Background: an optimization exercise with open tools, aiming at a short achievable clock period and few clock cycles. Do not read the settings as production practice.
The RTL was checked by simulation tests, not by an equivalence proof against the original design.
Power figures rest on the tool's default switching activity, not on a simulated workload.

Setup of run 2:
Design ftservo_scan, start of the top module:
module ftservo_scan (
    input  wire        clk,
    input  wire        rst,
    input  wire        buf_we,
    input  wire [7:0]  buf_addr,
    input  wire [7:0]  buf_wdata,
    input  wire        cmd_valid,
    input  wire        cmd_op,         
    input  wire [7:0]  cmd_xid,
    input  wire        cmd_any,
    input  wire [7:0]  cmd_n,
    output reg         busy,
    output reg         done,
    output reg  [7:0]  res_code,       
    output reg  [31:0] result,
    output reg         pkt_valid,
    output reg  [7:0]  pkt_id,
    output reg  [7:0]  pkt_err,
    output reg  [7:0]  pkt_count,
    output reg  [7:0]  pkt_off
);
    localparam [7:0] RES_SUCCESS   = 8'd0,
                     RES_RXWAITING = 8'd5,
                     RES_RXCORRUPT = 8'd7;
    localparam [7:0] RX_FRAME_MAX = 8'd250;
    localparam integer W = 4;            
    localparam [2:0] SC_EMPTY = 3'd0,    
                     SC_FF1   = 3'd1,    
                     SC_FF2   = 3'd2,    
                     SC_ID    = 3'd3,    
                     SC_BODY  = 3'd4;    
    reg [7:0] param_buf [0:255];
    reg       op_q;
    reg [7:0] x_q;
    reg       any_q;
    reg [8:0] n_q;
    reg [8:0] idx;       
    reg [2:0] sc;
  ...
Size: about 2200 flip-flops, roughly 99000 sq um of cells after synthesis.
make LEC_CHECK=0 ABC_CLOCK_PERIOD_IN_PS=4000 CAP_MARGIN=20 CORE_MARGIN=10 CORE_UTILIZATION=45 SETUP_SLACK_MARGIN=5 SLEW_MARGIN=20 finish   # period 10.0 ns
run.sh (not shown) runs the stock make flow with config.mk's settings and CLKGATE_MAP_FILE= SYNTH_SCRIPT=/design/flow/synth_recipe.tcl, a recipe that flattens the netlist after the stock synthesis.
Testbench counts of run 2, summed over its fixed seeds: cycles 111,359.
For run 4, these inputs were changed with respect to run 2:
- changing CORE_UTILIZATION from 45 to 40
- changing ABC_CLOCK_PERIOD_IN_PS from 4000 to 2500
- Run 4 does worse than run 2 on worst setup slack.
- Run 4 ended with more floorplan die area than run 2.
- NOTE: register-to-register slack in run 4 falls short of that of run 2
- Of run 4 and run 2, run 2 shows the higher sequential share of layout area, with run 4 below it.
- Sort run 4 and run 2 by first-pass GRT wire length asc -> top: run 2

---

## the previous run
ftservo_scan, a different RTL version from the one above (not shown whole).
Size in the first run: about 2200 flip-flops, about 110 I/O pins.
Design ftservo_scan, start of the top module:
module ftservo_scan (
    input  wire        clk,
    input  wire        rst,
    input  wire        buf_we,
    input  wire [7:0]  buf_addr,
    input  wire [7:0]  buf_wdata,
    input  wire        cmd_valid,
    input  wire        cmd_op,         
    input  wire [7:0]  cmd_xid,
    input  wire        cmd_any,
    input  wire [7:0]  cmd_n,
    output reg         busy,
    output reg         done,
    output reg  [7:0]  res_code,       
    output reg  [31:0] result,
    output reg         pkt_valid,
    output reg  [7:0]  pkt_id,
    output reg  [7:0]  pkt_err,
    output reg  [7:0]  pkt_count,
    output reg  [7:0]  pkt_off
);
clock: 10.0 ns
lec_check: 0
cap_margin: 20
core_margin: 10
core_utilization: 45
slew_margin: 20
The previous run: full flow OK, the timing, design-rule and antenna checks passed
Testbench counts of the previous run, summed over its fixed seeds: cycles 363,724.
[inputs] the current run vs the previous run
- SETUP_SLACK_MARGIN: unset -> 5
- ABC_CLOCK_PERIOD_IN_PS: unset -> 3000
==> comparison <==
The final layout from the current run, which completed every stage, passed the timing, design-rule and antenna checks at the end of the flow.
In the reports for the previous run and the current run, the larger global routing usage summed across all routing layers belongs to the current run.
Signal arrival time at the worst endpoint for the current run is lower than for the previous run.
From the previous run to the current run the numbers moved as follows: first-pass GRT wire length up 3.4%, critical path depth up 3, maximum ir drop on the vdd rail up 0.78%, number of global-route vias before repair up about 2%, register clock-pin slew on the reported worst setup and hold paths flat.
Sort the previous run and the current run by wire length reported by the detailed router asc -> top: the previous run
Portion of the layout cell area used by clock cells: the previous run and the current run compared, lower one is the current run
Run comparison: the current run cell with the largest stage delay on the worst path mux4_2; the previous run cell with the largest stage delay on the worst path a2111oi_0
Looking at critical path capture point, the result[7] result is from the current run; the pkt_err[7] one comes from the previous run.
Against the previous run as the reference, the current run delivers a higher final critical-path setup slack.
The current run — proportion of power drawn by the clock network 0.4 points lower, the previous run as reference

## afterwards: timing with drivers on the ports
In the flow no input, the clock included, has a driving cell. The finished layouts below were timed again as built, in two steps. Step 1 (the two cells are an assumption about what drives the block):
set clk [get_ports {clk}]
set_driving_cell -lib_cell sky130_fd_sc_hd__clkbuf_16 $clk
set_driving_cell -lib_cell sky130_fd_sc_hd__buf_2 [delete_from_list [all_inputs] $clk]
Step 2 adds t to the input delays and takes it off the output delays; t is the mean of the earliest and latest rising clock arrival at the registers after step 1. Input paths then give back, and output paths get back, about the clock's delay inside the block. Three values: no drivers, after step 1, after step 2; two values: the first two.
run | shift t [ns] | setup WS [ns] | worst register clock-pin slew, ns
run 2 | 0.953 | 1.490 / 1.490 / 1.490 | 0.07 / 0.07
run 4 | 0.938 | 1.402 / 1.402 / 1.402 | 0.07 / 0.07
the previous run | 0.926 | 3.102 / 3.102 / 3.102 | 0.07 / 0.07
the current run | 0.934 | 4.862 / 4.862 / 4.110 | 0.07 / 0.07
After both steps setup and hold are still met in every run listed. For the current run, which loses most, drivers alone change the setup slack by 0.000 ns; drivers and shift together by -0.752 ns.
